Background: an optimization exercise with open tools, aiming at small area. Do not read the settings as production practice. RTL that was checked went through simulation tests only; none was proved equivalent to the original. For run 5, only the layout was checked, not whether the RTL still works. The clock cells of runs 7 and 8 come from the design's own scripts or RTL, not from TritonCTS. The flow treats the clock pin as an ideal source. Dropping or thinning the clock tree relies on that and would not hold on a real chip.

==> design/flow/design.v <==
module synth_osc (
    input  wire        en,        
    input  wire        kind,      
    input  wire [11:0] period,
    input  wire        u,
    input  wire [10:0] z,
    output wire        next_u,
    output wire [10:0] next_z,
    output wire [16:0] addend
);
    wire [10:0] half = period[11:1];
    wire [11:0] zi   = z + 1'b1;
    wire        eq1  = (zi == {1'b0, half});       
    wire        eq2  = (z == half);                
    wire        wrap  = u && (period[0] ? eq2 : eq1);
    wire        at_h  = !u && eq1;
    wire        upper = u && !wrap;                
    assign next_u = upper || at_h;
    assign next_z = (wrap || at_h) ? 11'd0 : zi[10:0];
    wire [10:0] y  = z & {11{!wrap}};
    wire [15:0] lo = {{5{!wrap}}, ~z & {11{!wrap}}};
    reg [11:0] r, a, b, t;
    reg [12:0] cy;
    reg [15:0] f;
    reg        sub;
    integer i, j;
    always @(*) begin
        r = {1'b0, y};
        for (i = 15; i >= 0; i = i - 1) begin
            sub   = !r[11];
            a     = {r[10:0], lo[i]};
            b     = {1'b0, half} ^ {12{sub}};
            cy[0] = sub;
            for (j = 0; j < 12; j = j + 1) begin
                t[j]    = a[j] ^ b[j] ^ cy[j];
                cy[j+1] = (a[j] & b[j]) | (cy[j] & (a[j] ^ b[j]));
            end
            f[i] = !t[11];
            r    = t;
        end
    end
    wire is_tri = en && kind;
    assign addend = {is_tri & at_h, (is_tri ? f : 16'hffff) ^ {16{!(en && upper)}}};
endmodule
module voice_synth (
    input  wire        clk,
    input  wire        rst,
    input  wire [15:0] cfg_divisor,
    input  wire [3:0]  cfg_kind,
    input  wire [47:0] cfg_period,
    input  wire        tx_ready,
    output reg  [7:0]  tx_data,
    output reg         tx_accept
);
    localparam [1:0] P_COMPUTE = 2'd0, P_SENDACK = 2'd1, P_IDLE = 2'd2;
    reg [1:0] ph;
    reg [1:0] k;
    reg [15:0] w;
    reg        z;
    reg [11:0] c0, c1, c2, c3;
    reg [1:0]  pos;
    reg [11:0] per;      
    reg [1:0]  step;
    reg        fresh;
    reg [17:0] acc;
    wire [1:0] pos_next = pos + 1'b1;
    wire xfer = (ph == P_SENDACK) && tx_ready;
    wire run  = xfer || (step != 2'd0);
    wire [11:0] nphase;
    wire [16:0] addend;
    synth_osc unit (
        .en         (run),
        .kind       (cfg_kind[pos]),
        .period     (per),
        .u          (c0[11]),
        .z          (c0[10:0]),
        .next_u     (nphase[11]),
        .next_z     (nphase[10:0]),
        .addend     (addend)
    );
    wire [2:0]  ntri = cfg_kind[0] + cfg_kind[1] + cfg_kind[2] + cfg_kind[3];
    wire [17:0] base = xfer ? -{15'd0, ntri} : acc;
    wire [17:0] add18 = {1'b0, addend};
    reg  [17:0] acc_sum;
    reg  [18:0] acy;
    integer n;
    always @(*) begin
        acy[0] = 1'b0;
        for (n = 0; n < 18; n = n + 1) begin
            acc_sum[n] = base[n] ^ add18[n] ^ acy[n];
            acy[n+1]   = (base[n] & add18[n]) | (acy[n] & (base[n] ^ add18[n]));
        end
    end
    always @(posedge clk) begin
        c0 <= c1; c1 <= c2; c2 <= c3;
        c3 <= run ? nphase : (fresh ? 12'd0 : c0);
        pos <= pos + 1'b1;
        per <= cfg_period[pos_next*12 +: 12];
        if (rst) begin
            ph        <= P_COMPUTE;
            k         <= 2'd0;
            tx_accept <= 1'b0;
            tx_data   <= 8'd0;
            w         <= cfg_divisor;
            z         <= 1'b1;
            step      <= 2'd0;
            fresh     <= 1'b1;
            c3        <= 12'd0;
            pos       <= 2'd0;
            acc <= {(ntri == 3'd0) ? 8'd0   :
                    (ntri == 3'd1) ? 8'd63  :
                    (ntri == 3'd2) ? 8'd127 :
                    (ntri == 3'd3) ? 8'd191 : 8'd255, 10'd0};
        end else begin
            z <= (w == 16'd1);
            w <= (w == 16'd1) ? cfg_divisor : w - 1'b1;
            case (ph)
                P_COMPUTE: begin
                    if (k == 2'd2) begin
                        ph <= P_SENDACK;
                        k  <= 2'd0;
                    end else
                        k <= k + 1'b1;
                end
                P_SENDACK: begin
                    if (tx_ready) begin
                        ph        <= P_IDLE;
                        tx_accept <= 1'b1;
                        tx_data   <= acc[17:10];
                    end else
                        k <= 2'd1;
                end
                default: begin
                    tx_accept <= 1'b0;
                    if (z)
                        ph <= P_COMPUTE;
                    else if (k != 2'd2)
                        k <= k + 1'b1;
                end
            endcase
            acc <= acc_sum;
            if (run) begin
                fresh <= 1'b0;
                step  <= step + 1'b1;
            end
        end
    end
endmodule
==> design/flow/flow/run.sh <==
#!/bin/bash
# The standard layout (standard.sh) with these changes:
#  - synthesis maps the logic for area (flow/synth_area.tcl);
#  - the ports are buffered by the smallest buffer instead of the one
#    buffer_ports picks by default;
#  - the clock tree is built of clkbuf_8 cells, without dummy loads, and
#    after CTS each of them that can drive its clock pins with a slew of at
#    most 100 ps becomes a clkbuf_4 (flow/post_cts.tcl).
#    the critical paths.
# Every step's full log is in orfs/logs/ as ORFS writes it; make's own output
# is in standard_finish.log.
set -euo pipefail
W=$(pwd)
export AREA_ABC_SCRIPT=$W/flow/abc_area.script
export FLOW_SYNTH_TCL=$W/synth_recipe.tcl
export BUFFER_PORTS_ARGS="-buffer_cell sky130_fd_sc_hd__buf_1"
export CTS_ARGS="-sink_clustering_enable -repair_clock_nets -dont_use_dummy_load -buf_list sky130_fd_sc_hd__clkbuf_8"
export POST_CTS_TCL=$W/flow/post_cts.tcl
sed "s#SYNTH_SCRIPT=[^ ]*#SYNTH_SCRIPT=$W/flow/synth_area.tcl#" standard.sh > standard_area.sh
grep -q "SYNTH_SCRIPT=$W/flow/synth_area.tcl" standard_area.sh
bash standard_area.sh finish > standard_finish.log 2>&1
==> design/flow/flow/abc_area.script <==
strash
dc2
dch -f
amap
topo
==> design/flow/flow/post_cts.tcl <==
estimate_parasitics -placement
set limit 0.100
set n_small 0
foreach inst [get_cells * -filter "ref_name == sky130_fd_sc_hd__clkbuf_8"] {
  set name [get_full_name $inst]
  if { ![string match "clkbuf_*" $name] } { continue }
  set out [get_nets -of_objects [get_pins $name/X]]
  set loads [get_pins -of_objects $out -filter "direction == input"]
  replace_cell $name sky130_fd_sc_hd__clkbuf_4
  set worst 0
  foreach p $loads {
    set s [get_property $p slew_max]
    if { $s > $worst } { set worst $s }
  }
  if { $worst > $limit } {
    replace_cell $name sky130_fd_sc_hd__clkbuf_8
  } else {
    incr n_small
  }
}
set worst 0
foreach p [get_pins -hierarchical */CLK] {
  set s [get_property $p slew_max]
  if { $s > $worst } { set worst $s }
}
puts "post_cts: $n_small clock buffers now clkbuf_4; worst clock pin slew $worst"
detailed_placement
check_placement -verbose
==> design/flow/flow/synth_area.tcl <==
# The standard synthesis (synth_recipe.tcl: ORFS synthesis without the fsm
# and share passes, then flatten and rename) with two changes to the mapping
# of the logic between the registers: no full-adder extraction, and ABC maps
# with an area-oriented script (flow/abc_area.script) instead of ORFS's speed
# script.  Registers are mapped before both, so they are the same.  ABC also
# leaves out the _0 cells: each has a _1 cell of the same area that drives
# harder.
set ::area_abc_script $::env(AREA_ABC_SCRIPT)
proc extract_fa {args} { }
proc abc {args} {
  set i [lsearch -exact $args -script]
  if { $i >= 0 } { lset args [expr { $i + 1 }] $::area_abc_script }
  foreach c {o21ai_0 a21boi_0 and2_0 or2_0 o311ai_0 a2111oi_0} {
    lappend args -dont_use sky130_fd_sc_hd__$c
  }
  yosys abc {*}$args
}
source $::env(FLOW_SYNTH_TCL)
==> design/flow/standard.sh <==
#!/bin/bash
# synth_recipe.tcl (not shown) runs the flow's synth.tcl, then flattens the netlist and writes it again
# the make line also repeats each setting of config.mk as NAME=value (left out here)
make -C /OpenROAD-flow-scripts/flow DESIGN_CONFIG=/design/flow/config.mk WORK_HOME=/design/flow/orfs CLKGATE_MAP_FILE= SYNTH_SCRIPT=/design/flow/synth_recipe.tcl "${@:-finish}"
==> design/flow/config.mk <==
export PLATFORM = sky130hd
export DESIGN_NAME = voice_synth
export DESIGN_NICKNAME = voice_synth
export VERILOG_FILES = /design/flow/design.v
export SDC_FILE = /design/flow/constraint.sdc
export NUM_CORES = 4
export LEC_CHECK = 0
export CAP_MARGIN = 0
export CORE_MARGIN = 2
export CORE_UTILIZATION = 50
export GPL_TIMING_DRIVEN = 0
export SLEW_MARGIN = 0
==> design/flow/constraint.sdc <==
create_clock -name core_clock -period 90.0 [get_ports {clk}]
set_input_delay 18.0000 -clock core_clock [delete_from_list [all_inputs] [get_ports {clk}]]
set_output_delay 18.0000 -clock core_clock [all_outputs]
set_load 0.01 [all_outputs]
==> results of run 1 <==
## cell type report
type / count / share of cell area
clock buffers: 17 / 0.01327
inverters: 78 / 0.02773
multi-input cells: 1443 / 0.6851
flip-flops and latches: 113 / 0.2143
well taps: 265 / 0.03141
repair buffers: 79 / 0.02821
## placed cells by master, fill, tap and decap left out, drive strengths merged
| cell | count |
|---|---|
| a31oi | 3 |
| o31ai | 1 |
| nand2 | 271 |
| a21boi | 2 |
| and2 | 3 |
| nor2b | 6 |
| clkbuf | 17 |
| o22ai | 181 |
| a2111oi | 2 |
| a21oi | 192 |
| o21ai | 363 |
| clkinv | 78 |
| or4 | 7 |
| o32a | 13 |
| nor2 | 269 |
| nor4b | 1 |
| a222oi | 2 |
| o22a | 6 |
| o211ai | 2 |
| or3 | 1 |
| o221ai | 2 |
| a211oi | 12 |
| or2 | 6 |
| nor4 | 2 |
| dfxtp | 113 |
| nand3 | 6 |
| o221a | 9 |
| a41oi | 1 |
| a21o | 6 |
| nor3 | 8 |
| o21a | 22 |
| a31o | 6 |
| buf | 79 |
| o32ai | 1 |
| a22oi | 37 |
## kinds of logic (layout without fill, tap and decap cells)
kind of cell,count (synthesis),count (layout),share of synthesized area
and+or+nand+nor,580,580,0.2322
DFF,113,113,0.2313
buffers and inverters,78,174,0.02993
AOI/OAI and AO/OA,863,863,0.5067
## sequential cells by signal (all words and copies together), names as in the netlist, 2 cells and up
signal	cells
step	2
c0	12
c1	12
tx_data	8
c2	12
c3	12
k	2
per	12
acc	18
w	16
ph	2
pos	2
## per-layer routing
| metal | vias up | global-route usage | share of wire |
|---|---|---|---|
| li1 | 6375 | - | - |
| met5 | - | 0 | 0 |
| met3 | 47 | 0.03132 | 0.047 |
| met4 | 0 | 0.09288 | 0.022 |
| met2 | 268 | 0.4762 | 0.47 |
| met1 | 5279 | 0.3550 | 0.46 |
## how the worst max path moves through the flow
stage / from / endpoint / slack, ns / cells after the start
2_1_floorplan: c0[1]$_DFF_P_ / acc[17]$_DFF_P_ / 33.79 / 453
3_3_place_gp: per[4]$_DFF_P_ / acc[17]$_DFF_P_ / 19.54 / 446
3_5_place_dp: per[4]$_DFF_P_ / acc[17]$_DFF_P_ / 19.26 / 446
5_1_grt: c0[1]$_DFF_P_ / acc[17]$_DFF_P_ / 7.50 / 457
6_report: per[2]$_DFF_P_ / acc[17]$_DFF_P_ / 17.72 / 446
## stage by stage
step | cell area [um^2] | hold WS (ns)
finish | 10560 | 0.3006
global route | 10560 | 0.2929
detailed placement | 10420 | 0.3121
global placement | 10410 | 0.3099
floorplan | 9782 | 0.3096
==> results.cfg, run 1 <==
[run_status]
outcome = complete, no violations

[floorplanning]
rows = 51
die_area_um2 = 20700
initial_utilization = 0.5059
die_width_um = 143.9
placeableCoreArea_um2 = 19330
chipHeight_um = 143.9
pin_count = 80

[setup_path]
crit_family = compound AO/OA/AOI/OAI gates
crit_slowest_cell = a21oi_1
cp-start-kind = register
reg2reg_depth = 446
required_ns = 90.27
r2r-start = per[2]$_DFF_P_
critPathKind = register to register
worstPathBufferInverterCount = 16
crit_path_frequent_cell = nand2_1
r2r-end = acc[17]$_DFF_P_
cp.arrival_ns = 72.55
crit_path_end_kind = register
regToRegSetupSlack_ns = 17.72
max_stage_delay_ns = 0.90
critPathMaxFanout = 24

[hold_path]
worstHoldPathCells = 0
holdPathEnd = c2[11]$_DFF_P_
hp-start = c3[11]$_SDFF_PP0_
hp-class = register to register

[finish]
fin_util = 0.5460
multi_input_area_um2 = 7232
stdcell_count = 1995
drive_above_1_share = 0.01156
nets = 1803
final.fill_count = 2045
num_antenna_cells = 0
area_growth_pct = 7.918
seq_area_um2 = 2262

[sta]
skew_ns = 0.03827
slew_violations = 0
setup_ws_ns = 17.72
totalNegativeSetupSlack_ns = 0
rsz0062_at_grt = false
relSlewSlack = 0.1087
tightest_slew_ns = 1.328
fin_crit_ns = 72.28
final_hold_viol_count = 0
period_share = 0.8031
fmax_mhz = 13.84
setup_viol = 0

[yosys]
ys_seq_elements = 113
yosys.area.top_type = dfxtp_1
syn_avg_cell_area_um2 = 5.986
seq_area_frac_synth = 0.2313
synth_area_leaders = dfxtp_1, o21ai_1, o22ai_1, nand2_1, nor2_1
yosysTopAreaCellShare = 0.2313
yosys-top-cells-count = o21ai_1, nand2_1, nor2_1
yosys.cell_count.top_type = o21ai_1
synth-async-reset-ratio = 0
synthesis.nets = 1705
syn_inst = 1634
synth_area_um2 = 9782
synth_edf_count = 0
ys_types = 33
yosysWarnings = 2
synth_ff_type = dfxtp_1

[routing]
postRouteAntennaNets = 0
drtIter0Drc = 696
vias_per_cell = 5.999
wl_per_cell_um = 14.53
vias = 11970
drtPass1Iterations = 7
drc = 0
wirelength_um = 28990

[grt]
antenna_found_initial = 0
grt_pass1_wl_um = 46490
grt_max_degree = 36
grt_use_total = 0.2750
grt_pass1_vias = 9849
grt_remaining_overflow = 0

[clock_network]
cts_tree = yes
clk_pin_slew_ns = 0.09
clock-sinks = 113
insertion_delay_ns = 0.40

[place]
port_buffers = 79
dp_hpwl_um = 21360
dp.cells = 1978
place_congestion = 0.9022
dp_slack_ns = 19.26

[run]
cap_violations = 0
==> run 2, diff against run 1 <==
--- a/design/flow/config.mk
+++ b/design/flow/config.mk
@@ -9,4 +9,3 @@
 export CORE_MARGIN = 2
 export CORE_UTILIZATION = 50
-export GPL_TIMING_DRIVEN = 0
 export SLEW_MARGIN = 0
==> run 2 against run 1 <==
Effect of this change: global-route usage up 1.5 points; first-iteration DRC count up 24%; clock-buffer cell count unchanged; wire length up 4.4%; register-to-register slack better by 12 ns; setup slack better by 12 ns.
==> results.cfg, run 2 <==
[run_status]
outcome = complete, no violations

[place]
dp_slack_ns = 30.92
place_congestion = 0.9017
dp_hpwl_um = 21890
port_buffers = 79

[sta]
totalNegativeSetupSlack_ns = 0
setup_viol = 0
skew_ns = 0.02389
fmax_mhz = 16.58
rsz0062_at_grt = false
tightest_slew_ns = 0.9589
period_share = 0.6703
fin_crit_ns = 60.33
slew_violations = 0
relSlewSlack = 0.3564
setup_ws_ns = 29.67
final_hold_viol_count = 0

[grt]
antenna_found_initial = 0
grt_use_total = 0.2904
grt_pass1_vias = 10160
grt_max_degree = 36
grt_remaining_overflow = 0
grt_pass1_wl_um = 48760

[yosys]
seq_area_frac_synth = 0.2313
yosysTopAreaCellShare = 0.2313
synth-async-reset-ratio = 0
ys_types = 33
synth_area_leaders = dfxtp_1, o21ai_1, o22ai_1, nand2_1, nor2_1
yosysWarnings = 2
synthesis.nets = 1705
synth_area_um2 = 9782
syn_inst = 1634
yosys-top-cells-count = o21ai_1, nand2_1, nor2_1
synth_edf_count = 0
syn_avg_cell_area_um2 = 5.986
ys_seq_elements = 113
yosys.cell_count.top_type = o21ai_1
yosys.area.top_type = dfxtp_1
synth_ff_type = dfxtp_1

[routing]
wl_per_cell_um = 14.95
postRouteAntennaNets = 0
drtIter0Drc = 860
vias = 12110
drc = 0
vias_per_cell = 5.984
wirelength_um = 30270
drtPass1Iterations = 8

[hold_path]
hp-start = c3[1]$_SDFF_PP0_
hp-class = register to register

[floorplanning]
placeableCoreArea_um2 = 19330
rows = 51
initial_utilization = 0.5059
chipHeight_um = 143.9
die_width_um = 143.9
pin_count = 80
die_area_um2 = 20700

[setup_path]
crit_path_frequent_cell = nand2_1
startpoint = c0[1]$_DFF_P_
critPathMaxFanout = 24
r2r-start = c0[1]$_DFF_P_
critPathKind = register to register
crit_slowest_cell = a21oi_1
reg2reg_depth = 469
crit_family = compound AO/OA/AOI/OAI gates
crit_path_end_kind = register
r2r-end = acc[17]$_DFF_P_
worstPathBufferInverterCount = 35
required_ns = 90.27
regToRegSetupSlack_ns = 29.67
crit_cells = 469
critPathCapture = acc[17]$_DFF_P_
cp.arrival_ns = 60.59
max_stage_delay_ns = 0.74
cp-start-kind = register

[finish]
final.fill_count = 2077
drive_above_1_share = 0.02672
layout_common_cells = o21ai_1, nand2_1, nor2_1, a21oi_1, o22ai_1
biggestRegsByFlops = acc (18), w (16)
final_common_cell = o21ai_1
largest_reg_flops = 18
num_antenna_cells = 0
nets = 1832
top_register = acc
area_growth_pct = 10.09

[run]
cap_violations = 0

[clock_network]
insertion_delay_ns = 0.39
cts_tree = yes
clk_pin_slew_ns = 0.09
clock-sinks = 113
==> run 2: final cells by class <==
class	count	area, um^2	area share
multi-input cells	1443	7227	0.6711
clock buffers	17	140.1	0.01301
repair buffers	108	515.5	0.04787
well taps	265	331.6	0.03079
inverters	78	292.8	0.02719
flip-flops and latches	113	2262	0.2101
==> run 2: worst min path at each step <==
stage	to	slack [ns]	cells after the start
6_report	c2[1]$_DFF_P_	0.31	0
5_1_grt	c2[1]$_DFF_P_	0.32	0
3_5_place_dp	c0[10]$_DFF_P_	0.31	0
3_3_place_gp	c0[6]$_DFF_P_	0.31	0
2_1_floorplan	c0[0]$_DFF_P_	0.31	0
==> run 2: stage by stage <==
step	cell area [um^2]	util	hold slack, ns	cells
after detailed placement	10630	0.5497	0.3121	2007
final	10770	0.5570	0.3075	2024
after global placement	10630	0.5497	0.3097	2007
after global routing	10770	0.5570	0.3226	2024
after floorplan	9782	-	0.3096	1634
==> run 2: cells by family (layout without fill, tap and decap cells) <==
logic type | Yosys count | count (layout) | share of synthesized area
AO/OA/AOI/OAI | 863 | 863 | 0.5067
flip-flops | 113 | 113 | 0.2313
AND/OR/NAND/NOR | 580 | 580 | 0.2322
buffers and inverters | 78 | 203 | 0.02993
==> run 2: metal layers <==
| layer | share of wire | global-route usage | vias up |
|---|---|---|---|
| met4 | 0.032 | 0.1109 | 0 |
| met3 | 0.055 | 0.03466 | 78 |
| met5 | 0 | 0 | - |
| met1 | 0.46 | 0.3732 | 5248 |
| met2 | 0.45 | 0.4972 | 354 |
| li1 | - | - | 6432 |
==> run 3, diff against run 2 <==
--- a/design/flow/flow/run.sh
+++ b/design/flow/flow/run.sh
@@ -7,5 +7,4 @@
 #    after CTS each of them that can drive its clock pins with a slew of at
 #    most 100 ps becomes a clkbuf_4 (flow/post_cts.tcl).
-#    the critical paths.
 # Every step's full log is in orfs/logs/ as ORFS writes it; make's own output
 # is in standard_finish.log.
--- a/design/flow/config.mk
+++ b/design/flow/config.mk
@@ -9,3 +9,4 @@
 export CORE_MARGIN = 2
 export CORE_UTILIZATION = 50
+export GPL_TIMING_DRIVEN = 0
 export SLEW_MARGIN = 0
==> run 3 against run 2 <==
Effect of this change: first-iteration DRC count decreased by 19%; area after synthesis unchanged; sequential cell count unchanged; maximum frequency decreased by 17%; die area stayed put; critical endpoint unchanged; clock-buffer cell count did not move; synthesized cell count is the same; global-route usage fell by 1.5 points; final cell count is 1.4% lower; setup slack got worse by 12 ns.
==> results.cfg, run 3 <==
[run_status]
outcome = complete, no violations

[sta]
fmax_mhz = 13.84
fin_crit_ns = 72.28
setup_ws_ns = 17.72
tightest_slew_ns = 1.328
final_hold_viol_count = 0
relSlewSlack = 0.1087
setup_viol = 0
rsz0062_at_grt = false
totalNegativeSetupSlack_ns = 0
slew_violations = 0
period_share = 0.8031
skew_ns = 0.03827

[yosys]
synthMuxAreaShare = 0
syn_inst = 1634
yosys-top-cells-count = o21ai_1, nand2_1, nor2_1
synth-async-reset-ratio = 0
yosysWarnings = 2
synthesis.nets = 1705
synthSimpleGateAreaFrac = 0.2322
synth_xor_area_frac = 0
yosysTopAreaCellShare = 0.2313
ys_seq_elements = 113
synth-compound-area-share = 0.5067
synth_ff_type = dfxtp_1
ys_types = 33
yosys.cell_count.top_type = o21ai_1
yosys.area.top_type = dfxtp_1
synth_area_um2 = 9782
synth_area_leaders = dfxtp_1, o21ai_1, o22ai_1, nand2_1, nor2_1
syn_avg_cell_area_um2 = 5.986
synth_edf_count = 0
synth_top_family_by_area = compound AO/OA/AOI/OAI gates
synthAdderAreaFrac = 0
seq_area_frac_synth = 0.2313

[routing]
drtPass1Iterations = 7
drc = 0
postRouteAntennaNets = 0
drtIter0Drc = 696
vias = 11970
wirelength_um = 28990
vias_per_cell = 5.999
wl_per_cell_um = 14.53

[clock_network]
insertion_delay_ns = 0.40
cts_tree = yes
clk_pin_slew_ns = 0.09
clock-sinks = 113

[finish]
final.fill_count = 2045
num_antenna_cells = 0
top_register = acc
layout_common_cells = o21ai_1, nand2_1, nor2_1, a21oi_1, o22ai_1
fin_util = 0.5460
largest_reg_flops = 18
nets = 1803
final_common_cell = o21ai_1
biggestRegsByFlops = acc (18), w (16)
multi_input_area_um2 = 7232
drive_above_1_share = 0.01156
final_area_um2 = 10560
stdcell_count = 1995
seq_area_um2 = 2262
area_growth_pct = 7.918

[setup_path]
required_ns = 90.27
cp-start-kind = register
crit_path_frequent_cell = nand2_1
critPathCapture = acc[17]$_DFF_P_
crit_path_end_kind = register
critPathKind = register to register
r2r-end = acc[17]$_DFF_P_
max_stage_delay_ns = 0.90
cp.arrival_ns = 72.55
critPathMaxFanout = 24
r2r-start = per[2]$_DFF_P_
regToRegSetupSlack_ns = 17.72
reg2reg_depth = 446
crit_slowest_cell = a21oi_1
startpoint = per[2]$_DFF_P_

[place]
dp.cells = 1978
placed_cell_area_um2 = 10420
dp_hpwl_um = 21360
port_buffers = 79
place_congestion = 0.9022
dp_slack_ns = 19.26

[floorplanning]
rows = 51
pin_count = 80
die_width_um = 143.9
chipHeight_um = 143.9
placeableCoreArea_um2 = 19330
initial_utilization = 0.5059
die_area_um2 = 20700

[grt]
grt_use_total = 0.2750
grt_pass1_wl_um = 46490
antenna_found_initial = 0
grt_remaining_overflow = 0
grt_pass1_vias = 9849
grt_max_degree = 36

[hold_path]
hp-class = register to register

[run]
cap_violations = 0
run 3: layer usage:
layer | GRT usage | wire (um)
met1 | 0.3550 | 13400
met2 | 0.4762 | 13590
met3 | 0.03132 | 1354
met4 | 0.09288 | 650
met5 | 0 | 0
run 3: final cells by class:
class	instances	area share
repair buffers	79	0.02821
inverters	78	0.02773
flip-flops and latches	113	0.2143
clock buffers	17	0.01327
multi-input cells	1443	0.6851
well taps	265	0.03141
run 3: kinds of logic after synthesis:
kind of cell | Yosys count
AO/OA/AOI/OAI | 863
buffers and inverters | 78
flip-flops | 113
AND/OR/NAND/NOR | 580
run 3: how the worst min path moves through the flow:
| stage | startpoint | endpoint | slack (ns) | depth (start not counted) |
|---|---|---|---|---|
| 2_1_floorplan | c1[0]$_DFF_P_ | c0[0]$_DFF_P_ | 0.31 | 0 |
| 3_5_place_dp | c1[1]$_DFF_P_ | c0[1]$_DFF_P_ | 0.31 | 0 |
| 3_3_place_gp | c2[3]$_DFF_P_ | c1[3]$_DFF_P_ | 0.31 | 0 |
| 6_report | c3[11]$_SDFF_PP0_ | c2[11]$_DFF_P_ | 0.30 | 0 |
| 5_1_grt | c3[11]$_SDFF_PP0_ | c2[11]$_DFF_P_ | 0.29 | 0 |
run 3: through the flow:
step,hold WS (ns)
after floorplan,0.3096
final,0.3006
after global placement,0.3099
after global routing,0.2929
after detailed placement,0.3121
run 3: critical path: cells and delay by family, from the launching register on:
kind	cells	cell delay [ns]
compound gates	216	40.15
flops	1	0.88
simple gates	214	20.09
buf+inv	16	10.88
==> run 4, diff against run 3 <==
==> design/flow/flow/abc_area.script (replaced) <==
strash
ifraig
dc2
dch -f
amap
topo
==> run 4 against run 3 <==
Effect of this change: setup slack improved by 0.71 ns; worst hold slack better by 0.011 ns; highest routed layer unchanged; still clean; critical path type unchanged; critical endpoint unchanged.
==> results.cfg, run 4 <==
[finish]
final.fill_count = 2005
num_antenna_cells = 0
top_register = acc
area_growth_pct = 8.264
multi_input_area_um2 = 7152
largest_reg_flops = 18
layout_common_cells = o21ai_1, nor2_1, nand2_1, a21oi_1, o22ai_1
nets = 1820
final_common_cell = o21ai_1
seq_area_um2 = 2262
biggestRegsByFlops = acc (18), w (16)
drive_above_1_share = 0.01202

[yosys]
synthesis.nets = 1721
synth_xor_area_frac = 0
synth_top_family_by_area = compound AO/OA/AOI/OAI gates
synthMuxAreaShare = 0
synth-compound-area-share = 0.4994
synth_edf_count = 0
syn_inst = 1650
synthSimpleGateAreaFrac = 0.2370
yosysTopAreaCellShare = 0.2331
synth_area_leaders = dfxtp_1, o21ai_1, o22ai_1, nor2_1, a21oi_1
yosys-top-cells-count = o21ai_1, nor2_1, nand2_1
seq_area_frac_synth = 0.2331
synth-async-reset-ratio = 0
synth_area_um2 = 9704
synthAdderAreaFrac = 0
yosys.cell_count.top_type = o21ai_1
yosysWarnings = 2
syn_avg_cell_area_um2 = 5.881
yosys.area.top_type = dfxtp_1
synth_ff_type = dfxtp_1
ys_seq_elements = 113
ys_types = 34

[sta]
fmax_mhz = 13.97
slew_violations = 0
period_share = 0.7952
rsz0062_at_grt = false
relSlewSlack = 0.06969
skew_ns = 0.02403
fin_crit_ns = 71.57
setup_viol = 0
final_hold_viol_count = 0
hold_ws_ns = 0.3114
totalNegativeSetupSlack_ns = 0
tightest_slew_ns = 1.395

[floorplanning]
initial_utilization = 0.5136
pin_count = 80
die_width_um = 143.3
die_area_um2 = 20540
chipHeight_um = 143.3
placeableCoreArea_um2 = 18890
rows = 50

[place]
dp_hpwl_um = 21420
place_congestion = 0.8971
port_buffers = 79

[grt]
grt_remaining_overflow = 0
antenna_found_initial = 0
grt_pass1_vias = 10150
grt_use_total = 0.2858
grt_pass1_wl_um = 48140
grt_max_degree = 45

[setup_path]
critPathMaxFanout = 24
crit_path_end_kind = register
required_ns = 90.29
cp-start-kind = register
reg2reg_depth = 444
max_stage_delay_ns = 1.05
crit_slowest_cell = a21oi_1
crit_path_frequent_cell = nand2_1
critPathKind = register to register
cp.arrival_ns = 71.86

[clock_network]
cts_tree = yes
insertion_delay_ns = 0.41
clk_pin_slew_ns = 0.07
clock-sinks = 113

[hold_path]
hp-class = register to register
worstHoldPathCells = 0

[run_status]
outcome = complete, no violations

[routing]
drtIter0Drc = 771
drtPass1Iterations = 5
wirelength_um = 29170
wl_per_cell_um = 14.53
vias_per_cell = 5.890
drc = 0
postRouteAntennaNets = 0
vias = 11820

[run]
cap_violations = 0
==> run 4: final timing paths <==
check | start | endpoint | slack, ns
worst min register to register | c1[6]$_DFF_P_ | c0[6]$_DFF_P_ | 0.31
worst min-delay path | c1[6]$_DFF_P_ | c0[6]$_DFF_P_ | 0.31
worst max-delay path | per[8]$_DFF_P_ | acc[17]$_DFF_P_ | 18.43
worst max register to register | per[8]$_DFF_P_ | acc[17]$_DFF_P_ | 18.43
==> run 4: final cells by class <==
class,instances,share of cell area
multi-input cells,1458,0.6807
repair buffers,80,0.03025
inverters,79,0.02822
clock buffers,17,0.01453
flip-flops and latches,113,0.2153
well taps,260,0.03096
==> run 4: per-layer routing <==
metal | global-route usage | part of all wire
met5 | 0 | 0
met1 | 0.3754 | 0.47
met3 | 0.03799 | 0.059
met4 | 0.07172 | 0.020
met2 | 0.4966 | 0.46
==> run 4: metrics by stage <==
stage / utilization / instances / instance area, um^2 / setup slack, ns
global placement: 0.5466 / 1989 / 10330 / 21.24
global route: 0.5561 / 2007 / 10510 / 8.406
floorplan: - / 1650 / 9704 / 34.56
detailed placement: 0.5478 / 1990 / 10350 / 20.15
finish: 0.5561 / 2007 / 10510 / 18.43
==> run 4: kinds of logic (layout without fill, tap and decap cells) <==
group / count (synthesis) / in the layout
flip-flops: 113 / 113
buffers and inverters: 79 / 176
AND/OR/NAND/NOR: 591 / 591
AO/OA/AOI/OAI: 867 / 867
==> run 4: worst max-delay path, delay by kind of cell (launching register included) <==
kind / cells / cell delay [ns]
AOI/OAI and AO/OA: 222 / 39.95
and+or+nand+nor: 205 / 19.17
buffers and inverters: 17 / 11.35
DFF: 1 / 0.96
==> run 5, diff against run 4 <==
--- a/design/flow/design.v
+++ b/design/flow/design.v
@@ -60,9 +60,7 @@
     reg [11:0] c0, c1, c2, c3;
     reg [1:0]  pos;
-    reg [11:0] per;      
     reg [1:0]  step;
     reg        fresh;
     reg [17:0] acc;
-    wire [1:0] pos_next = pos + 1'b1;
     wire xfer = (ph == P_SENDACK) && tx_ready;
     wire run  = xfer || (step != 2'd0);
@@ -72,5 +70,5 @@
         .en         (run),
         .kind       (cfg_kind[pos]),
-        .period     (per),
+        .period     (cfg_period[pos*12 +: 12]),
         .u          (c0[11]),
         .z          (c0[10:0]),
@@ -96,5 +94,4 @@
         c3 <= run ? nphase : (fresh ? 12'd0 : c0);
         pos <= pos + 1'b1;
-        per <= cfg_period[pos_next*12 +: 12];
         if (rst) begin
             ph        <= P_COMPUTE;
==> design/flow/flow/abc_area.script (replaced) <==
strash
dc2
dch -f
amap
topo
==> run 5 against run 4 <==
Effect of this change: critical path type is now primary input to register; register-to-register slack improved by 6.5 ns; largest cell class unchanged; core utilization rose by 1.3 points; still clean on timing, DRC and antenna; area after synthesis rose by 0.27%; setup slack got worse by 9.0 ns; non-clock buffer count rose by 18.
==> results.cfg, run 5 <==
[routing]
drtIter0Drc = 825
vias = 12060
drtPass1Iterations = 7
wl_per_cell_um = 15.28
vias_per_cell = 5.958
wirelength_um = 30930
postRouteAntennaNets = 0
drc = 0

[place]
port_buffers = 79
dp.cells = 2005
place_congestion = 0.9188
dp_hpwl_um = 23260

[yosys]
yosys.cell_count.top_type = o21ai_1
ys_types = 38
synth_area_um2 = 9731
syn_inst = 1651
synth_ff_type = dfxtp_1
syn_avg_cell_area_um2 = 5.894
synth-async-reset-ratio = 0
yosysWarnings = 2
ys_seq_elements = 101
yosys-top-cells-count = o21ai_1, nor2_1, nand2_1
synth_area_leaders = dfxtp_1, o21ai_1, a21oi_1, nor2_1, o22ai_1
seq_area_frac_synth = 0.2078
yosysTopAreaCellShare = 0.2078
synth_edf_count = 0
yosys.area.top_type = dfxtp_1
synthesis.nets = 1722

[run_status]
outcome = complete, no violations

[sta]
rsz0062_at_grt = false
hold_ws_ns = 0.3138
final_hold_viol_count = 0
skew_ns = 0.02383
tightest_slew_ns = 1.169
setup_viol = 0
fin_crit_ns = 80.52
fmax_mhz = 12.42
relSlewSlack = 0.2197
slew_violations = 0
period_share = 0.8946

[floorplanning]
initial_utilization = 0.5049
die_width_um = 143.5
rows = 51
chipHeight_um = 143.5
die_area_um2 = 20590
placeableCoreArea_um2 = 19270
pin_count = 80

[finish]
nets = 1833
final_common_cell = o21ai_1
multi_input_area_um2 = 7659
final.fill_count = 2043
stdcell_count = 2025
largest_reg_flops = 18
top_register = acc
biggestRegsByFlops = acc (18), w (16)
seq_area_um2 = 2022
drive_above_1_share = 0.03523
num_antenna_cells = 0
layout_common_cells = o21ai_1, nor2_1, nand2_1, a21oi_1, o22ai_1
area_growth_pct = 12.78

[setup_path]
crit_slowest_cell = o32ai_2
cp.arrival_ns = 80.76
crit_path_end_kind = register
worstPathBufferInverterCount = 21
required_ns = 90.24
critPathKind = primary input to register
cp-start-kind = primary input
max_stage_delay_ns = 0.68
critPathMaxFanout = 21
crit_path_frequent_cell = nand2_1
regToRegSetupSlack_ns = 24.92
crit_family = compound AO/OA/AOI/OAI gates

[run]
cap_violations = 0

[grt]
grt_pass1_wl_um = 49070
grt_use_total = 0.2913
grt_remaining_overflow = 0
grt_max_degree = 36
grt_pass1_vias = 10030
antenna_found_initial = 0

[clock_network]
cts_tree = yes
clock-sinks = 101
clk_pin_slew_ns = 0.11
insertion_delay_ns = 0.37

[hold_path]
hp-class = register to register
## run 5: changes by cell type in the layout (fill, tap and decap cells not counted), sizes merged, moves of 10 or more
cell / before / now
dfxtp: 113 / 101
a22oi: 42 / 9
nor2: 295 / 279
o22ai: 184 / 164
nand2: 257 / 268
buf: 80 / 98
o21ai: 382 / 347
o32ai: 2 / 12
o21a: 1 / 21
nor2b: 4 / 29
## run 5: kinds of logic (layout without fill, tap and decap cells)
| family | after synthesis | in the layout | share of synthesized area |
|---|---|---|---|
| buffers and inverters | 78 | 187 | 0.03009 |
| flip-flops | 101 | 101 | 0.2078 |
| AND/OR/NAND/NOR | 622 | 622 | 0.2590 |
| AO/OA/AOI/OAI | 850 | 850 | 0.5032 |
## run 5: stage by stage
step | cell area, um^2 | util | worst slack (ns) | setup TNS, ns
after floorplan | 9731 | - | 14.26 | 0
after global placement | 10360 | 0.5375 | -1.645 | -7.851
after detailed placement | 10710 | 0.5558 | 2.374 | 0
after global routing | 10970 | 0.5695 | 0.1412 | 0
final | 10970 | 0.5695 | 9.482 | 0
## run 5: path summary, 6_finish.rpt
| kind | from | endpoint | depth (start not counted) |
|---|---|---|---|
| max reg2reg | pos[1]$_SDFF_PP0_ | acc[17]$_DFF_P_ | 440 |
| max | cfg_period[26] | acc[17]$_DFF_P_ | 441 |
| min | c2[3]$_DFF_P_ | c1[3]$_DFF_P_ | 0 |
| min reg2reg | c2[3]$_DFF_P_ | c1[3]$_DFF_P_ | 0 |
## run 5: cell type report
| type | count | area share |
|---|---|---|
| Clock buffer | 9 | 0.01015 |
| Inverter | 78 | 0.02839 |
| Multi-Input combinational cell | 1472 | 0.6979 |
| Sequential cell | 101 | 0.1842 |
| Tap cell | 265 | 0.03021 |
| Timing Repair Buffer | 98 | 0.04823 |
| Timing Repair inverter | 2 | 0.0009121 |
## run 5: per-layer routing
layer	routed length, um	up-vias	global-route usage
li1	-	6456	-
met1	14630	5306	0.3990
met2	14340	261	0.4905
met3	1493	41	0.03199
met4	480	0	0.07121
met5	0	-	0
==> run 6, diff against run 5 <==
--- a/design/flow/design.v
+++ b/design/flow/design.v
@@ -18,6 +18,6 @@
     assign next_u = upper || at_h;
     assign next_z = (wrap || at_h) ? 11'd0 : zi[10:0];
-    wire [10:0] y  = z & {11{!wrap}};
-    wire [15:0] lo = {{5{!wrap}}, ~z & {11{!wrap}}};
+    wire [10:0] y  = z;
+    wire [15:0] lo = {5'b11111, ~z};
     reg [11:0] r, a, b, t;
     reg [12:0] cy;
@@ -41,5 +41,6 @@
     end
     wire is_tri = en && kind;
-    assign addend = {is_tri & at_h, (is_tri ? f : 16'hffff) ^ {16{!(en && upper)}}};
+    assign addend = {is_tri & at_h,
+                     (is_tri ? (f & {16{!wrap}}) : 16'hffff) ^ {16{!(en && upper)}}};
 endmodule
 module voice_synth (
@@ -60,7 +61,9 @@
     reg [11:0] c0, c1, c2, c3;
     reg [1:0]  pos;
+    reg [11:0] per;      
     reg [1:0]  step;
     reg        fresh;
     reg [17:0] acc;
+    wire [1:0] pos_next = pos + 1'b1;
     wire xfer = (ph == P_SENDACK) && tx_ready;
     wire run  = xfer || (step != 2'd0);
@@ -70,5 +73,5 @@
         .en         (run),
         .kind       (cfg_kind[pos]),
-        .period     (cfg_period[pos*12 +: 12]),
+        .period     (per),
         .u          (c0[11]),
         .z          (c0[10:0]),
@@ -82,10 +85,12 @@
     reg  [17:0] acc_sum;
     reg  [18:0] acy;
+    reg         ap;
     integer n;
     always @(*) begin
         acy[0] = 1'b0;
         for (n = 0; n < 18; n = n + 1) begin
-            acc_sum[n] = base[n] ^ add18[n] ^ acy[n];
-            acy[n+1]   = (base[n] & add18[n]) | (acy[n] & (base[n] ^ add18[n]));
+            ap         = base[n] ^ add18[n];
+            acc_sum[n] = ap ^ acy[n];
+            acy[n+1]   = ap ? acy[n] : base[n];
         end
     end
@@ -94,4 +99,5 @@
         c3 <= run ? nphase : (fresh ? 12'd0 : c0);
         pos <= pos + 1'b1;
+        per <= cfg_period[pos_next*12 +: 12];
         if (rst) begin
             ph        <= P_COMPUTE;
==> design/flow/flow/abc_area.script (replaced) <==
strash
ifraig
dc2
dch -f
amap
topo
==> run 6 against run 5 <==
Effect of this change: core utilization fell by 1.8 points; maximum frequency increased by 26%; final cell count shrank 4.8%; die area is 1.6% lower; highest routed layer unchanged; still clean.
==> results.cfg, run 6 <==
[sta]
skew_ns = 0.03696
rsz0062_at_grt = false
fin_crit_ns = 63.86
setup_viol = 0
fmax_mhz = 15.66
relSlewSlack = 0.07483
totalNegativeSetupSlack_ns = 0
final_hold_viol_count = 0
period_share = 0.7095
slew_violations = 0
tightest_slew_ns = 1.388

[floorplanning]
die_area_um2 = 20270
pin_count = 80
placeableCoreArea_um2 = 18770
chipHeight_um = 142.4
initial_utilization = 0.5101
die_width_um = 142.4
rows = 50

[run]
cap_violations = 0

[yosys]
synthesis.nets = 1666
yosys.cell_count.top_type = o21ai_1
synth_ff_type = dfxtp_1
synth-async-reset-ratio = 0
synth_area_leaders = dfxtp_1, o21ai_1, o22ai_1, nand2_1, a21oi_1
yosys.area.top_type = dfxtp_1
syn_inst = 1595
synth_edf_count = 0
syn_avg_cell_area_um2 = 6.003
yosysTopAreaCellShare = 0.2363
ys_types = 35
seq_area_frac_synth = 0.2363
synth_area_um2 = 9574
yosys-top-cells-count = o21ai_1, nand2_1, nor2_1
ys_seq_elements = 113
yosysWarnings = 2

[routing]
drtPass1Iterations = 5
wl_per_cell_um = 14.52
wirelength_um = 28000
drtIter0Drc = 800
vias = 11540
drc = 0
postRouteAntennaNets = 0
vias_per_cell = 5.983

[grt]
grt_use_total = 0.2732
antenna_found_initial = 0
grt_pass1_vias = 9701
grt_pass1_wl_um = 45820
grt_remaining_overflow = 0
grt_max_degree = 46

[setup_path]
cp-start-kind = register
required_ns = 90.28
crit_path_end_kind = register
crit_slowest_cell = a21oi_1
r2r-start = per[3]$_DFF_P_
r2r-end = acc[17]$_DFF_P_
cp.arrival_ns = 64.14
max_stage_delay_ns = 1.04
reg2reg_depth = 410
regToRegSetupSlack_ns = 26.14
critPathMaxFanout = 21
critPathKind = register to register
crit_path_frequent_cell = nand2_1

[finish]
nets = 1767
stdcell_count = 1928
num_antenna_cells = 0
final.fill_count = 1982
final_common_cell = o21ai_1
drive_above_1_share = 0.01299
top_register = acc
multi_input_area_um2 = 7018
area_growth_pct = 8.154
biggestRegsByFlops = acc (18), w (16)
layout_common_cells = o21ai_1, nand2_1, nor2_1, a21oi_1, o22ai_1
largest_reg_flops = 18
seq_area_um2 = 2262

[hold_path]
holdPathEnd = c1[0]$_DFF_P_
hp-start = c2[0]$_DFF_P_
worstHoldPathCells = 0
hp-class = register to register

[clock_network]
cts_tree = yes
insertion_delay_ns = 0.40
clk_pin_slew_ns = 0.09
clock-sinks = 113

[place]
dp.cells = 1910
dp_hpwl_um = 20380
place_congestion = 0.9516
port_buffers = 79

[run_status]
outcome = complete, no violations
-- run 6: worst max-delay path by stage --
stage / from / endpoint / slack (ns) / cells after the start
final: per[3]$_DFF_P_ / acc[17]$_DFF_P_ / 26.14 / 410
after global routing: per[3]$_DFF_P_ / acc[17]$_DFF_P_ / 17.57 / 410
after detailed placement: per[3]$_DFF_P_ / acc[17]$_DFF_P_ / 26.22 / 409
after global placement: per[3]$_DFF_P_ / acc[17]$_DFF_P_ / 26.24 / 408
after floorplan: per[3]$_DFF_P_ / acc[17]$_DFF_P_ / 39.82 / 408
-- run 6: layer usage --
metal / track usage / up-vias / wire length [um]
li1: - / 6248 / -
met1: 0.3781 / 5001 / 13730
met2: 0.4554 / 262 / 12460
met3: 0.03230 / 25 / 1364
met4: 0.06514 / 0 / 452
met5: 0 / - / 0
-- run 6: critical path, delay by kind of cell, from the launching register on --
family	cells	cell delay, ns
compound gates	191	35.01
simple gates	200	17.32
buf+inv	19	10.38
flops	1	0.89
-- run 6: cells by family after synthesis --
logic type,share of synthesized area
DFF,0.2363
buffers and inverters,0.03097
AOI/OAI and AO/OA,0.5142
and+or+nand+nor,0.2185
-- run 6: area by class of cell --
class	instances	share of cell area
Multi-Input combinational cell	1403	0.6777
Sequential cell	113	0.2185
Timing Repair Buffer	82	0.03214
Clock buffer	17	0.01474
Inverter	79	0.02864
Tap cell	234	0.02827
-- run 6: stage by stage --
step / util / cell area, um^2 / hold slack (ns) / setup slack (ns)
2_1_floorplan: - / 9574 / 0.3096 / 39.82
3_3_place_gp: 0.5415 / 10160 / 0.3097 / 26.24
3_5_place_dp: 0.5431 / 10190 / 0.3121 / 26.22
5_1_grt: 0.5517 / 10350 / 0.3108 / 17.57
6_report: 0.5517 / 10350 / 0.3146 / 26.14
==> run 7, diff against run 6 <==
==> design/flow/flow/run.sh (replaced) <==
#!/bin/bash
# The standard layout (standard.sh) with these changes:
#  - synthesis maps the logic for area (flow/synth_area.tcl);
#  - the ports are buffered by the smallest buffer instead of the one
#    buffer_ports picks by default;
#  - the clock tree is a balanced two-level tree of clkbuf_8 cells built by
#    flow/manual_cts.tcl in place of TritonCTS, and after CTS each leaf buffer
#    that can drive its clock pins with a slew of at most 80 ps (estimated)
#    becomes a clkbuf_4 (flow/post_cts.tcl).
# Every step's full log is in orfs/logs/ as ORFS writes it; make's own output
# is in standard_finish.log.
set -euo pipefail
W=$(pwd)
export AREA_ABC_SCRIPT=$W/flow/abc_area.script
export FLOW_SYNTH_TCL=$W/synth_recipe.tcl
export BUFFER_PORTS_ARGS="-buffer_cell sky130_fd_sc_hd__buf_1"
export PRE_CTS_TCL=$W/flow/manual_cts.tcl
export POST_CTS_TCL=$W/flow/post_cts.tcl
sed "s#SYNTH_SCRIPT=[^ ]*#SYNTH_SCRIPT=$W/flow/synth_area.tcl#" standard.sh > standard_area.sh
grep -q "SYNTH_SCRIPT=$W/flow/synth_area.tcl" standard_area.sh
bash standard_area.sh finish > standard_finish.log 2>&1
==> design/flow/flow/manual_cts.tcl (new file) <==
# Sourced before CTS (PRE_CTS_TCL): a clock tree built here replaces
# TritonCTS's, which for this design is 17 buffers.  The clock pins are split
# into 8 groups of nearly equal size by position (recursive halving, along x,
# then y, then x, at the median), each group is driven by a clkbuf_8 placed at
# its centroid, and the 8 buffers by one clkbuf_8 placed at the middle of
# them, which the clock port drives.  Every register's clock goes through
# exactly two buffers.  flow/post_cts.tcl then gives each leaf buffer that
# can do with it a clkbuf_4.
proc cts_split { items axis depth } {
  # items: list of {iterm x y}; returns a list of groups
  if { $depth == 0 } { return [list $items] }
  set idx [expr { $axis == 0 ? 1 : 2 }]
  set sorted [lsort -integer -index $idx $items]
  set half [expr { [llength $sorted] / 2 }]
  set a [lrange $sorted 0 [expr { $half - 1 }]]
  set b [lrange $sorted $half end]
  return [concat [cts_split $a [expr { 1 - $axis }] [expr { $depth - 1 }]] \
                 [cts_split $b [expr { 1 - $axis }] [expr { $depth - 1 }]]]
}
proc clock_tree_synthesis { args } {
  set db [ord::get_db]
  set block [ord::get_db_block]
  set buf [$db findMaster sky130_fd_sc_hd__clkbuf_8]
  set clk_port_net [[$block findBTerm clk] getNet]
  set items {}
  foreach it [$clk_port_net getITerms] {
    set box [[$it getInst] getBBox]
    lappend items [list $it [expr { ([$box xMin] + [$box xMax]) / 2 }] \
                            [expr { ([$box yMin] + [$box yMax]) / 2 }]]
  }
  set groups [cts_split $items 0 3]
  set root_net [odb::dbNet_create $block clknet_root]
  $root_net setSigType CLOCK
  set lx {}; set ly {}
  set c 0
  foreach g $groups {
    set sx 0; set sy 0
    foreach item $g { incr sx [lindex $item 1]; incr sy [lindex $item 2] }
    set gx [expr { $sx / [llength $g] }]; set gy [expr { $sy / [llength $g] }]
    lappend lx $gx; lappend ly $gy
    set net [odb::dbNet_create $block clknet_leaf_$c]
    $net setSigType CLOCK
    set b [odb::dbInst_create $block $buf clkbuf_leaf_$c]
    $b setLocation $gx $gy
    $b setPlacementStatus PLACED
    [$b findITerm A] connect $root_net
    [$b findITerm X] connect $net
    foreach item $g {
      set it [lindex $item 0]
      $it disconnect
      $it connect $net
    }
    incr c
  }
  set root [odb::dbInst_create $block $buf clkbuf_root]
  set rx [expr { ([tcl::mathfunc::min {*}$lx] + [tcl::mathfunc::max {*}$lx]) / 2 }]
  set ry [expr { ([tcl::mathfunc::min {*}$ly] + [tcl::mathfunc::max {*}$ly]) / 2 }]
  $root setLocation $rx $ry
  $root setPlacementStatus PLACED
  [$root findITerm A] connect $clk_port_net
  [$root findITerm X] connect $root_net
  puts "manual_cts: [llength $items] clock pins in groups of [lmap g $groups { llength $g }]"
}
--- a/design/flow/flow/post_cts.tcl
+++ b/design/flow/flow/post_cts.tcl
@@ -1,8 +1,9 @@
 estimate_parasitics -placement
-set limit 0.100
+set limit 0.080
 set n_small 0
 foreach inst [get_cells * -filter "ref_name == sky130_fd_sc_hd__clkbuf_8"] {
   set name [get_full_name $inst]
-  if { ![string match "clkbuf_*" $name] } { continue }
+  # only the buffers that drive registers; the root keeps its clkbuf_8
+  if { ![string match "clkbuf_leaf_*" $name] } { continue }
   set out [get_nets -of_objects [get_pins $name/X]]
   set loads [get_pins -of_objects $out -filter "direction == input"]
==> run 7 against run 6 <==
Effect of this change: global-route usage decreased by 0.82 points; sequential cell count unchanged; still clean on timing, DRC and antenna; clock skew is 0.015 ns lower; wire length shrank 0.15%; critical path type unchanged; critical path depth stayed put.
==> results.cfg, run 7 <==
[grt]
use_met2 = 0.4533
grt_pass1_wl_um = 45530
grt_pass1_vias = 9624
grt_max_degree = 46
antenna_found_initial = 0
grt_remaining_overflow = 0
grt_use_met3 = 0.01178
grt_use_total = 0.2650
met1_usage = 0.3728
busiest_layer = met2

[setup_path]
critPathKind = register to register
crit_cells = 410
cp-start-kind = register
crit_path_frequent_cell = nand2_1
crit_slowest_cell = a21oi_1
critPathMaxFanout = 21
required_ns = 90.29
worstPathBufferInverterCount = 19
crit_path_end_kind = register
max_stage_delay_ns = 1.07
crit_family = compound AO/OA/AOI/OAI gates
reg2reg_depth = 410
cp.arrival_ns = 64.17

[place]
port_buffers = 79
dp.cells = 1910
dp_hpwl_um = 20380
dp_slack_ns = 26.22
place_congestion = 0.9516

[yosys]
synth_area_leaders = dfxtp_1, o21ai_1, o22ai_1, nand2_1, a21oi_1
yosys.cell_count.top_type = o21ai_1
synth_area_um2 = 9574
syn_inst = 1595
ys_types = 35
yosys-top-cells-count = o21ai_1, nand2_1, nor2_1
seq_area_frac_synth = 0.2363
synth-async-reset-ratio = 0
yosysTopAreaCellShare = 0.2363
syn_avg_cell_area_um2 = 6.003
synth_ff_type = dfxtp_1
synthesis.nets = 1666
yosysWarnings = 2
yosys.area.top_type = dfxtp_1
ys_seq_elements = 113
synth_edf_count = 0

[routing]
postRouteAntennaNets = 0
wl_per_cell_um = 14.56
vias = 11500
wirelength_um = 27960
drc = 0
vias_per_cell = 5.991
drtIter0Drc = 809
drtPass1Iterations = 5

[sta]
period_share = 0.7098
fin_crit_ns = 63.88
rsz0062_at_grt = false
slew_violations = 0
fmax_mhz = 15.65
setup_ws_ns = 26.12
totalNegativeSetupSlack_ns = 0
tightest_slew_ns = 1.419
final_hold_viol_count = 0
skew_ns = 0.02163
setup_viol = 0
hold_ws_ns = 0.3098
relSlewSlack = 0.05427

[floorplanning]
rows = 50
initial_utilization = 0.5101
die_area_um2 = 20270
pin_count = 80
chipHeight_um = 142.4
placeableCoreArea_um2 = 18770
die_width_um = 142.4

[finish]
area_growth_pct = 7.855
final_common_cell = o21ai_1
stdcell_count = 1920
top_register = acc
largest_reg_flops = 18
layout_common_cells = o21ai_1, nand2_1, nor2_1, a21oi_1, o22ai_1
biggestRegsByFlops = acc (18), w (16)
nets = 1759
num_antenna_cells = 0
drive_above_1_share = 0.008304

[run]
cap_violations = 0

[clock_network]
insertion_delay_ns = 0.39
clk_pin_slew_ns = 0.11

[run_status]
outcome = complete, no violations

[hold_path]
hp-class = register to register
worstHoldPathCells = 0
run 7: final cells by class:
type	count	area [um^2]
fillers	1980	8442
well taps	234	292.8
inverters	79	296.5
flip-flops and latches	113	2262
repair buffers	82	332.8
multi-input cells	1403	7018
plain buffers	9	123.9
run 7: logic make-up (layout without fill, tap and decap cells):
group                  Yosys count  count (layout)  share of synthesized area
AO/OA/AOI/OAI                  868             868                     0.5142
buffers and inverters           79             170                    0.03097
flip-flops                     113             113                     0.2363
AND/OR/NAND/NOR                535             535                     0.2185
run 7: layer usage:
metal	wire length, um	vias to the layer above
met5	0	-
li1	-	6229
met2	12300	286
met4	688	0
met3	1384	39
met1	13580	4948
run 7: worst paths after layout:
| path | start | endpoint | slack (ns) |
|---|---|---|---|
| max reg2reg | per[3]$_DFF_P_ | acc[17]$_DFF_P_ | 26.12 |
| max | per[3]$_DFF_P_ | acc[17]$_DFF_P_ | 26.12 |
| min reg2reg | c1[6]$_DFF_P_ | c0[6]$_DFF_P_ | 0.31 |
| min | c1[6]$_DFF_P_ | c0[6]$_DFF_P_ | 0.31 |
run 7: stage by stage:
| step | utilization | area, um^2 |
|---|---|---|
| after floorplan | - | 9574 |
| after global placement | 0.5415 | 10160 |
| after detailed placement | 0.5431 | 10190 |
| after global routing | 0.5502 | 10330 |
| final | 0.5502 | 10330 |
==> run 8, diff against run 7 <==
--- a/design/flow/design.v
+++ b/design/flow/design.v
@@ -12,10 +12,11 @@
     wire [11:0] zi   = z + 1'b1;
     wire        eq1  = (zi == {1'b0, half});       
-    wire        eq2  = (z == half);                
-    wire        wrap  = u && (period[0] ? eq2 : eq1);
+    wire        odd_last = !u && (&z);
+    wire        to_last  = u && eq1 && period[0];
+    wire        wrap  = odd_last || (u && eq1 && !period[0]);
     wire        at_h  = !u && eq1;
     wire        upper = u && !wrap;                
-    assign next_u = upper || at_h;
-    assign next_z = (wrap || at_h) ? 11'd0 : zi[10:0];
+    assign next_u = (upper && !to_last) || at_h;
+    assign next_z = (wrap || at_h) ? 11'd0 : to_last ? 11'h7ff : zi[10:0];
     wire [10:0] y  = z;
     wire [15:0] lo = {5'b11111, ~z};
==> run 8 against run 7 <==
Effect of this change: setup slack lost 0.57 ns; sequential share of layout area up 0.15 points; via count decreased by 1.9%.
==> results.cfg, run 8 <==
[yosys]
ys_types = 31
yosys.cell_count.top_type = o21ai_1
synthesis.nets = 1657
seq_area_frac_synth = 0.2381
yosysTopAreaCellShare = 0.2381
yosysWarnings = 2
yosys.area.top_type = dfxtp_1
synth-async-reset-ratio = 0
syn_avg_cell_area_um2 = 5.990
synth_area_leaders = dfxtp_1, o21ai_1, o22ai_1, a21oi_1, nand2_1
synth_ff_type = dfxtp_1
synth_edf_count = 0
ys_seq_elements = 113
yosys-top-cells-count = o21ai_1, nand2_1, nor2_1
syn_inst = 1586
synth_area_um2 = 9500

[place]
port_buffers = 79
dp_slack_ns = 25.71
place_congestion = 0.8852
dp_hpwl_um = 19880
dp.cells = 1901

[finish]
area_growth_pct = 7.955
num_antenna_cells = 0
largest_reg_flops = 18
drive_above_1_share = 0.008348
layout_common_cells = o21ai_1, nand2_1, nor2_1, a21oi_1, o22ai_1
top_register = acc
biggestRegsByFlops = acc (18), w (16)
fin_util = 0.5483
stdcell_count = 1911
final_common_cell = o21ai_1
nets = 1750

[routing]
drtIter0Drc = 707
drtPass1Iterations = 5
drc = 0
postRouteAntennaNets = 0
wirelength_um = 27100
vias_per_cell = 5.906
vias = 11290
wl_per_cell_um = 14.18

[sta]
relSlewSlack = 0.06023
rsz0062_at_grt = false
totalNegativeSetupSlack_ns = 0
period_share = 0.7161
tightest_slew_ns = 1.410
final_hold_viol_count = 0
fmax_mhz = 15.52
fin_crit_ns = 64.45
skew_ns = 0.008558
setup_viol = 0
slew_violations = 0
setup_ws_ns = 25.55

[clock_network]
insertion_delay_ns = 0.39
clk_pin_slew_ns = 0.09

[grt]
grt_pass1_wl_um = 44740
antenna_found_initial = 0
grt_pass1_vias = 9461
grt_remaining_overflow = 0
grt_use_total = 0.2623
grt_max_degree = 50

[run_status]
outcome = complete, no violations

[floorplanning]
initial_utilization = 0.5079
chipHeight_um = 141.8
pin_count = 80
die_area_um2 = 20120
placeableCoreArea_um2 = 18710
rows = 50
die_width_um = 141.8

[setup_path]
crit_path_frequent_cell = nand2_1
critPathMaxFanout = 19
critPathKind = register to register
reg2reg_depth = 417
required_ns = 90.30
crit_family = compound AO/OA/AOI/OAI gates
startpoint = per[3]$_DFF_P_
cp.arrival_ns = 64.75
crit_slowest_cell = a21oi_1
r2r-start = per[3]$_DFF_P_
regToRegSetupSlack_ns = 25.55
crit_cells = 417
cp-start-kind = register
r2r-end = acc[17]$_DFF_P_
critPathCapture = acc[17]$_DFF_P_
crit_path_end_kind = register
max_stage_delay_ns = 1.06
worstPathBufferInverterCount = 18

[run]
cap_violations = 0

[hold_path]
hp-class = register to register
==> run 8: metrics by stage <==
stage / area [um^2] / hold slack, ns
after floorplan: 9500 / 0.3096
after global placement: 10090 / 0.3098
after detailed placement: 10120 / 0.3121
after global routing: 10260 / 0.3306
final: 10260 / 0.3259
==> run 8: cells by family (layout without fill, tap and decap cells) <==
| kind of cell | Yosys count | after routing | share of synthesized area |
|---|---|---|---|
| buffers and inverters | 82 | 173 | 0.03240 |
| AOI/OAI and AO/OA | 874 | 874 | 0.5175 |
| and+or+nand+nor | 517 | 517 | 0.2120 |
| DFF | 113 | 113 | 0.2381 |
==> run 8: worst min path at each step <==
stage,startpoint,endpoint,slack [ns],cells past startpoint
after floorplan,c1[0]$_DFF_P_,c0[0]$_DFF_P_,0.31,0
after global placement,c2[7]$_DFF_P_,c1[7]$_DFF_P_,0.31,0
after detailed placement,c2[10]$_DFF_P_,c1[10]$_DFF_P_,0.31,0
after global routing,c1[2]$_DFF_P_,c0[2]$_DFF_P_,0.33,0
final,c1[4]$_DFF_P_,c0[4]$_DFF_P_,0.33,0
==> run 8: cell type report <==
type                       instances  area, um^2
buffer                             9       123.9
fill                            1974        8449
inverter                          82       307.8
multi-input combinational       1391        6933
sequential                       113        2262
tap                              234       292.8
timing repair buffer              82       336.6
==> run 8: worst reg2reg max path: cells and delay by family, from the launching register on <==
family                 cells  cell delay (ns)
AOI/OAI and AO/OA        195            35.65
buffers and inverters     18            10.17
and+or+nand+nor          204            17.84
DFF                        1             0.84
==> run 8: routing by layer <==
layer,wire [um],vias to the layer above,global-route usage,share of wire
li1,-,6159,-,-
met1,13370,4859,0.3689,0.49
met2,11940,238,0.4525,0.44
met3,1280,30,0.01316,0.047
met4,509,0,0.04474,0.019
met5,0,-,0,0

static timing again, ports no longer ideal:
In the flow no input, the clock included, has a driving cell. The finished layouts below were timed again as built, in two steps.
Step 1: set_driving_cell puts a clkbuf_16 on clk and a buf_2 on each other input, an assumption about the parent block.
Step 2, shift: input delay + t, output delay - t, t = (earliest + latest rising clock arrival at the registers) / 2. This alone moves slack from input paths to output paths.
Three values: no drivers, after step 1, after step 2; two values: the first two.
| run | t (ns) | slack for setup (ns) | worst register clock-pin slew, ns | worst slew at a driven data input, ns |
|---|---|---|---|---|
| run 1 | 0.422 | 17.721 / 17.721 / 17.721 | 0.10 / 0.10 | 0.05 |
| run 2 | 0.419 | 29.673 / 29.673 / 29.673 | 0.09 / 0.09 | 0.06 |
| run 3 | 0.422 | 17.721 / 17.721 / 17.721 | 0.10 / 0.10 | 0.05 |
| run 4 | 0.429 | 18.433 / 18.433 / 18.433 | 0.09 / 0.09 | 0.05 |
| run 5 | 0.399 | 9.482 / 9.498 / 9.099 | 0.11 / 0.11 | 0.04 |
| run 6 | 0.419 | 26.142 / 26.142 / 26.142 | 0.09 / 0.09 | 0.04 |
| run 7 | 0.414 | 26.120 / 26.120 / 26.120 | 0.11 / 0.11 | 0.04 |
| run 8 | 0.420 | 25.549 / 25.549 / 25.549 | 0.09 / 0.09 | 0.03 |
After both steps setup and hold are still met in every run listed. For run 5, which loses most, drivers alone change the setup slack by +0.016 ns; drivers and shift together by -0.383 ns.
